This design comes from an exercise in tuning for small area and few clock cycles per item on the open sky130 flow, not from production work. The RTL was checked by simulation tests, not by an equivalence proof against the original design.

==> flow/config.mk <==
export PLATFORM = sky130hd
export DESIGN_NAME = adpcm_codec
export DESIGN_NICKNAME = adpcm_codec
export VERILOG_FILES = /design/flow/design.v
export SDC_FILE = /design/flow/constraint.sdc
export NUM_CORES = 4
export LEC_CHECK = 0
export CAP_MARGIN = 20
export CORE_MARGIN = 2
export CORE_UTILIZATION = 40
export SLEW_MARGIN = 20
==> flow/constraint.sdc <==
create_clock -name core_clock -period 20.0 [get_ports {clk}]
set_input_delay 4.0000 -clock core_clock [delete_from_list [all_inputs] [get_ports {clk}]]
set_output_delay 4.0000 -clock core_clock [all_outputs]
set_load 0.01 [all_outputs]
==> flow/design.v <==
module adpcm_step_rom (
    input  wire [6:0]  idx,
    output reg  [14:0] step
);
    always @* begin
        case (idx)
            7'd0: step = 15'd7;
            7'd1: step = 15'd8;
            7'd2: step = 15'd9;
            7'd3: step = 15'd10;
            7'd4: step = 15'd11;
            7'd5: step = 15'd12;
            7'd6: step = 15'd13;
            7'd7: step = 15'd14;
            7'd8: step = 15'd16;
            7'd9: step = 15'd17;
            7'd10: step = 15'd19;
            7'd11: step = 15'd21;
            7'd12: step = 15'd23;
            7'd13: step = 15'd25;
            7'd14: step = 15'd28;
            7'd15: step = 15'd31;
            7'd16: step = 15'd34;
            7'd17: step = 15'd37;
            7'd18: step = 15'd41;
            7'd19: step = 15'd45;
            7'd20: step = 15'd50;
            7'd21: step = 15'd55;
            7'd22: step = 15'd60;
            7'd23: step = 15'd66;
            7'd24: step = 15'd73;
            7'd25: step = 15'd80;
            7'd26: step = 15'd88;
            7'd27: step = 15'd97;
            7'd28: step = 15'd107;
            7'd29: step = 15'd118;
            7'd30: step = 15'd130;
            7'd31: step = 15'd143;
            7'd32: step = 15'd157;
            7'd33: step = 15'd173;
            7'd34: step = 15'd190;
            7'd35: step = 15'd209;
            7'd36: step = 15'd230;
            7'd37: step = 15'd253;
            7'd38: step = 15'd279;
            7'd39: step = 15'd307;
            7'd40: step = 15'd337;
            7'd41: step = 15'd371;
            7'd42: step = 15'd408;
            7'd43: step = 15'd449;
            7'd44: step = 15'd494;
            7'd45: step = 15'd544;
            7'd46: step = 15'd598;
            7'd47: step = 15'd658;
            7'd48: step = 15'd724;
            7'd49: step = 15'd796;
            7'd50: step = 15'd876;
            7'd51: step = 15'd963;
            7'd52: step = 15'd1060;
            7'd53: step = 15'd1166;
            7'd54: step = 15'd1282;
            7'd55: step = 15'd1411;
            7'd56: step = 15'd1552;
            7'd57: step = 15'd1707;
            7'd58: step = 15'd1878;
            7'd59: step = 15'd2066;
            7'd60: step = 15'd2272;
            7'd61: step = 15'd2499;
            7'd62: step = 15'd2749;
            7'd63: step = 15'd3024;
            7'd64: step = 15'd3327;
            7'd65: step = 15'd3660;
            7'd66: step = 15'd4026;
            7'd67: step = 15'd4428;
            7'd68: step = 15'd4871;
            7'd69: step = 15'd5358;
            7'd70: step = 15'd5894;
            7'd71: step = 15'd6484;
            7'd72: step = 15'd7132;
            7'd73: step = 15'd7845;
            7'd74: step = 15'd8630;
            7'd75: step = 15'd9493;
            7'd76: step = 15'd10442;
            7'd77: step = 15'd11487;
            7'd78: step = 15'd12635;
            7'd79: step = 15'd13899;
            7'd80: step = 15'd15289;
            7'd81: step = 15'd16818;
            7'd82: step = 15'd18500;
            7'd83: step = 15'd20350;
            7'd84: step = 15'd22385;
            7'd85: step = 15'd24623;
            7'd86: step = 15'd27086;
            7'd87: step = 15'd29794;
            7'd88: step = 15'd32767;
            default: step = 15'd32767;
        endcase
    end
endmodule
module adpcm_quantize (
    input  wire signed [15:0] sample,
    input  wire signed [15:0] pred,
    input  wire        [14:0] step,
    output wire        [3:0]  code
);
    wire signed [16:0] diff = {sample[15], sample} - {pred[15], pred};
    wire               neg  = diff[16];
    wire        [16:0] mag  = neg ? (17'd0 - diff) : diff;
    wire [16:0] step2 = {2'b00, step};
    wire [16:0] step1 = {3'b000, step[14:1]};
    wire [16:0] step0 = {4'b0000, step[14:2]};
    wire        b2 = (mag >= step2);
    wire [16:0] r1 = b2 ? (mag - step2) : mag;
    wire        b1 = (r1 >= step1);
    wire [16:0] r0 = b1 ? (r1 - step1) : r1;
    wire        b0 = (r0 >= step0);
    assign code = {neg, b2, b1, b0};
endmodule
module adpcm_update (
    input  wire signed [15:0] pred,
    input  wire        [6:0]  idx,
    input  wire        [14:0] step,
    input  wire        [3:0]  code,
    output reg  signed [15:0] pred_next,
    output reg         [6:0]  idx_next
);
    wire [15:0] delta = {4'd0, step[14:3]}
                      + (code[2] ? {1'b0, step}        : 16'd0)
                      + (code[1] ? {2'b0, step[14:1]}  : 16'd0)
                      + (code[0] ? {3'b0, step[14:2]}  : 16'd0);
    wire signed [17:0] pred_ext  = {{2{pred[15]}}, pred};
    wire signed [17:0] delta_ext = {2'b00, delta};
    wire signed [17:0] sum       = code[3] ? (pred_ext - delta_ext) : (pred_ext + delta_ext);
    always @* begin
        if (sum > 18'sd32767)
            pred_next = 16'sh7fff;
        else if (sum < -18'sd32768)
            pred_next = 16'sh8000;
        else
            pred_next = sum[15:0];
    end
    reg signed [4:0] idx_delta;
    always @* begin
        case (code[2:0])
            3'd4:    idx_delta = 5'sd2;
            3'd5:    idx_delta = 5'sd4;
            3'd6:    idx_delta = 5'sd6;
            3'd7:    idx_delta = 5'sd8;
            default: idx_delta = -5'sd1;
        endcase
    end
    wire signed [8:0] idx_sum = $signed({2'b00, idx}) + {{4{idx_delta[4]}}, idx_delta};
    always @* begin
        if (idx_sum < 9'sd0)
            idx_next = 7'd0;
        else if (idx_sum > 9'sd88)
            idx_next = 7'd88;
        else
            idx_next = idx_sum[6:0];
    end
endmodule
module adpcm_codec (
    input  wire        clk,
    input  wire        rst,             
    input  wire        enc_in_valid,
    output wire        enc_in_ready,
    input  wire [15:0] enc_in_sample,
    output wire        enc_out_valid,
    input  wire        enc_out_ready,
    output wire [3:0]  enc_out_code,
    output wire [15:0] enc_out_pred,
    output wire [6:0]  enc_out_idx,
    input  wire        dec_in_valid,
    output wire        dec_in_ready,
    input  wire        dec_in_load,
    input  wire [15:0] dec_in_data,     
    input  wire [7:0]  dec_in_idx,      
    output wire        dec_out_valid,
    input  wire        dec_out_ready,
    output wire [15:0] dec_out_sample,
    output wire [6:0]  dec_out_idx,
    output wire        dec_out_err
);
    reg signed [15:0] enc_pred;
    reg        [6:0]  enc_idx;
    reg        [3:0]  enc_code_q;
    reg               enc_valid_q;
    wire [14:0]       enc_step;
    wire [3:0]        enc_code;
    wire signed [15:0] enc_pred_next;
    wire [6:0]        enc_idx_next;
    adpcm_step_rom u_enc_rom (
        .idx  (enc_idx),
        .step (enc_step)
    );
    adpcm_quantize u_enc_quant (
        .sample (enc_in_sample),
        .pred   (enc_pred),
        .step   (enc_step),
        .code   (enc_code)
    );
    adpcm_update u_enc_update (
        .pred      (enc_pred),
        .idx       (enc_idx),
        .step      (enc_step),
        .code      (enc_code),
        .pred_next (enc_pred_next),
        .idx_next  (enc_idx_next)
    );
    assign enc_in_ready = !enc_valid_q || enc_out_ready;
    wire   enc_accept   = enc_in_valid && enc_in_ready;
    always @(posedge clk) begin
        if (rst) begin
            enc_pred    <= 16'sd0;
            enc_idx     <= 7'd0;
            enc_valid_q <= 1'b0;
        end else if (enc_accept) begin
            enc_pred    <= enc_pred_next;
            enc_idx     <= enc_idx_next;
            enc_valid_q <= 1'b1;
        end else if (enc_out_ready) begin
            enc_valid_q <= 1'b0;
        end
    end
    always @(posedge clk) begin
        if (enc_accept)
            enc_code_q <= enc_code;
    end
    assign enc_out_valid = enc_valid_q;
    assign enc_out_code  = enc_code_q;
    assign enc_out_pred  = enc_pred;
    assign enc_out_idx   = enc_idx;
    reg signed [15:0] dec_pred;
    reg        [6:0]  dec_idx;
    reg               dec_err_q;
    reg               dec_valid_q;
    wire [14:0]        dec_step;
    wire signed [15:0] dec_pred_next;
    wire [6:0]         dec_idx_next;
    adpcm_step_rom u_dec_rom (
        .idx  (dec_idx),
        .step (dec_step)
    );
    adpcm_update u_dec_update (
        .pred      (dec_pred),
        .idx       (dec_idx),
        .step      (dec_step),
        .code      (dec_in_data[3:0]),
        .pred_next (dec_pred_next),
        .idx_next  (dec_idx_next)
    );
    assign dec_in_ready = !dec_valid_q || dec_out_ready;
    wire   dec_accept   = dec_in_valid && dec_in_ready;
    wire   dec_bad_load = dec_in_load && (dec_in_idx > 8'd88);
    always @(posedge clk) begin
        if (rst) begin
            dec_pred    <= 16'sd0;
            dec_idx     <= 7'd0;
            dec_valid_q <= 1'b0;
        end else if (dec_accept) begin
            if (dec_in_load) begin
                if (!dec_bad_load) begin
                    dec_pred <= dec_in_data;
                    dec_idx  <= dec_in_idx[6:0];
                end
            end else begin
                dec_pred <= dec_pred_next;
                dec_idx  <= dec_idx_next;
            end
            dec_valid_q <= 1'b1;
        end else if (dec_out_ready) begin
            dec_valid_q <= 1'b0;
        end
    end
    always @(posedge clk) begin
        if (dec_accept)
            dec_err_q <= dec_bad_load;
    end
    assign dec_out_valid  = dec_valid_q;
    assign dec_out_sample = dec_pred;
    assign dec_out_idx    = dec_idx;
    assign dec_out_err    = dec_err_q;
endmodule
==> flow/run.sh <==
#!/bin/bash
# synth_recipe.tcl (not shown) runs the flow's synth.tcl, then flattens the netlist and writes it again
# the make line also repeats each setting of config.mk as NAME=value (left out here)
make -C /OpenROAD-flow-scripts/flow DESIGN_CONFIG=/design/flow/config.mk WORK_HOME=/design/flow/orfs CLKGATE_MAP_FILE= SYNTH_SCRIPT=/design/flow/synth_recipe.tcl finish
==> summary.txt <==
Placed design
  • Post-detail-place hpwl: 41.5 mm
  • I/O Buffers: a little over 100
  • Placed cells: 2,841
  • GP Congestion: ~0.99

Detailed routing
  • Metal3 WL: 3.52 mm
  • Wire per inst: about 19 um
  • Drt drc: 0
  • DRT antenna net count: 0
  • Vias after detailed routing: 16.8k
  • Iteration-0 DRC Markers: between 1.5k and 2k
  • Via density: 5.85
  • Drt pass-1 iters: 7
  • Post-Route WL: roughly 54 mm
  • DR top layer: met4
  • WL met2: about 25 mm
  • Met1 wire length: 23.4 mm

Critical path
  • Crit end category: flop
  • Crit Reg-Reg Endpoint: enc_pred[5]
  • WS Path Type: in2reg
  • Worst Path Max Fanout: 7
  • CP max stage cell: fa_1
  • Cell repeated most along the worst path: buf_4
  • Type of origin of the critical path: input pin
  • Worst r2r src: enc_pred[0]
  • R2r worst-path depth: 86
  • Crit path arrival time: slightly below 20 ns
  • Worst EP required: 20.29 ns
  • FF-to-FF setup slack: 4.54 ns
  • CP max stage delay: 0.55 ns

STA
  • Min Clock Period, post-route: approximately 19 ns
  • Final hold violations: 0
  • Max Slew Vio Count: 0
  • Slew HR: 32.3%
  • Worst Tran Pin Value: 1.01 ns
  • Final setup fails: 0
  • Worst Skew: 0.0120 ns
  • Fmax achieved: 52.4 MHz
  • Final clock period utilization by the worst path: 95.4%
  • Setup TNS: 0 ns

Synthesis
  • Post-Synthesis Cell Area: 0.0152 sq mm
  • Synth cell types: 93
  • Post-Syn Instances: about 2.1k
  • Syn avg cell area: 7.12 sq um
  • Register area share after synthesis: 11.2%
  • Async set-reset flop share out of synthesis: 0%
  • YS warnings: 3
  • Main flop type after synthesis: dfxtp_1
  • Mapped Nets: 2,417
  • Number of synthesized flops with an enable pin: 5
  • Post-synthesis sequential element count: 83

Flow run
  • # Max-Cap Violations: 0

Clock tree
  • Max clock buf depth: 2
  • CTS Buf Count: 9
  • Htree depth: 3
  • CTS tree: built
  • Clk sink count: 83
  • Clock latency on the worst-skew pair: 0.37 ns
  • CTS root buf: clkbuf_16
  • CTS clk-pin slew, worst paths: 0.08 ns

Layout
  • Finished Core Util: between 40% and 50%
  • Diodes inserted: 0
  • Nets: 2,634
  • Area added between synthesis and finish: 23.0%
  • FF+latch area: 0.00171 sq mm
  • Commonest non-fill, non-tap cells in the layout: 274 x nand2_1, 210 x buf_4, 209 x nor2_1
  • Multi-input logic area: approximately 0.013 sq mm
  • Fillers: 3,746
  • Most common cell after layout, fill and taps aside: nand2_1
  • Layout cell share with drive strength beyond 1: 14.4%
  • Post-Layout Cell Count: 2,872

Floorplanning
  • Initial Utilization: between 40% and 50%
  • Die height: 199 um
  • Die X: 199 um
  • Core area: 0.0376 sq mm
  • I/O pin count: ~100
  • Die ar.: 0.0397 sq mm
  • Cell row count: 71

Outcome
  • Outcome: complete, no violations

Global route
  • GRT Total Usage: 26.5%
  • Largest net degree at the start of global routing: 37
  • Grt ovf: 0
  • Vias in the first global route: roughly 16k
  • First-pass GRT wire length: 83.9 mm
  • Initial antenna violation count: 0

Hold path
  • Hold-critical path depth: 2
  • Hold WC Path Type: reg2reg
  • Hold path start: dec_pred[3]
  • Worst hold endpoint: dec_pred[3]
[synthesized netlist by cell type (7+ instances only)]
master | instances | area share [%]
a221oi_1 | 8 | 0.46
fa_1 | 57 | 7.5
o221ai_1 | 19 | 1.1
a211o_1 | 9 | 0.52
nor4_1 | 16 | 0.66
a311oi_1 | 10 | 0.57
o31ai_1 | 19 | 0.94
nor3_1 | 44 | 1.4
o2111ai_1 | 7 | 0.40
ha_1 | 174 | 14
nand4_1 | 12 | 0.49
nor2b_1 | 20 | 0.82
nand3_1 | 38 | 1.2
o32ai_1 | 7 | 0.40
o21ai_1 | 13 | 0.43
a21o_1 | 35 | 1.7
a32oi_1 | 8 | 0.46
inv_1 | 170 | 4.2
xor2_1 | 58 | 3.3
nor2_1 | 211 | 5.2
and2_1 | 13 | 0.53
a31oi_1 | 34 | 1.4
or2_2 | 8 | 0.33
o21ai_0 | 118 | 3.9
nand2_1 | 276 | 6.8
buf_2 | 22 | 0.72
o21bai_1 | 22 | 1.1
mux2i_1 | 12 | 0.79
a21boi_0 | 11 | 0.54
xnor2_1 | 77 | 4.4
and3_1 | 18 | 0.74
nand2b_1 | 26 | 1.1
o211ai_1 | 28 | 1.4
buf_1 | 7 | 0.17
a21oi_1 | 168 | 5.5
o311ai_0 | 9 | 0.52
dfxtp_1 | 78 | 10
or3_1 | 19 | 0.78
a211oi_1 | 39 | 1.9
clkbuf_1 | 77 | 1.9
a2111oi_0 | 10 | 0.57
o21a_1 | 13 | 0.64
o22ai_1 | 9 | 0.37
[state kept, by name, summed over array words and instances, names as in the netlist]
register / cells
enc_pred: 16
dec_valid_q: 1
u_dec_update.step: 15
dec_pred: 16
enc_code_q: 4
enc_valid_q: 1
dec_err_q: 1
dec_idx: 7
u_enc_quant.step: 15
enc_idx: 7
[cell families after synthesis]
logic type / count (synthesis) / share of synthesized area (%)
muxes: 19 / 1.36
AOI/OAI and AO/OA: 656 / 28.8
xor gates and xnor gates: 136 / 7.87
and+or+nand+nor: 727 / 21.6
buffers and inverters: 287 / 7.34
adders and majority gates: 231 / 21.8
DFF: 83 / 11.2
[critical path: cells and delay by family]
kind / cells / cell delay (ns)
buffers and inverters: 13 / 1.90
AO/OA/AOI/OAI: 38 / 6.10
multiplexers: 1 / 0.32
adder cells (fa/ha/maj): 10 / 2.98
XOR/XNOR: 4 / 0.71
AND/OR/NAND/NOR: 22 / 3.36
[cell type report]
cell class                      count  share of cell area, %
Tap cell                          511                   3.41
Timing Repair Buffer              315                   14.0
Clock inverter                      6                  0.254
Multi-Input combinational cell   1770                   68.4
Clock buffer                       10                   1.22
Inverter                          177                   3.55
Sequential cell                    83                   9.14
[worst max path at each step]
stage | startpoint | to | slack (ns)
floorplan | enc_in_sample[7] | enc_pred[10] | 0.12
CTS | enc_in_sample[0] | enc_pred[12] | 0.02
global placement | enc_in_sample[0] | enc_pred[4] | -0.19
global route | enc_in_sample[0] | enc_pred[10] | -0.07
detailed placement | enc_in_sample[0] | enc_pred[5] | -0.60
finish | enc_in_sample[0] | enc_pred[5] | 0.91
[layer usage]
layer	vias to the layer above	GRT usage (%)
met5	-	0
met4	0	9.09
met3	113	3.38
met2	684	44.6
met1	7926	34.9
li1	8066	-
[stage by stage]
stage	setup slack [ns]	hold WS [ns]	instance area, sq um
5_1_grt	-0.0738	0.495	18700
3_5_place_dp	-0.596	0.458	17900
2_1_floorplan	0.122	0.475	15200
3_3_place_gp	-0.192	0.454	17900
4_1_cts	0.0201	0.470	18300
6_report	0.914	0.464	18700
[what timing repair did]
item	CTS	global route
hold buffers	0	0
resized for setup	5	92
endpoints found under the setup margin	15	28
pin swaps	2	56
gates cloned	0	2
setup buffers	1	12
Testbench counts, summed over its fixed seeds: cycles 11,432, items 22,752.

port drivers added, routing unchanged:
How much do the figures lean on ideal ports? The routed layout below was timed once more, with nothing changed but the port constraints.
Step 1 assumes that a clkbuf_16 drives the clock port and a buf_2 every other input.
Step 2 adds t to the input delays and takes it off the output delays; t is the mean of the earliest and latest rising clock arrival at the registers after step 1. Input paths then give back, and output paths get back, about the clock's delay inside the block.
Slacks: ideal / step 1 / step 2; pairs: ideal / step 1.
t, ns: 0.424
setup WS [ns]: 0.914 / 0.947 / 0.523
worst hold slack (ns): 0.464 / 0.464 / 0.464
latest minus earliest clock arrival (ns): 0.015 / 0.016
slew at the worst register clock pin (ns): 0.08 / 0.08
After both steps setup and hold are still met in this run. The setup slack of this run moves by +0.033 ns with the drivers and by -0.391 ns with both steps.
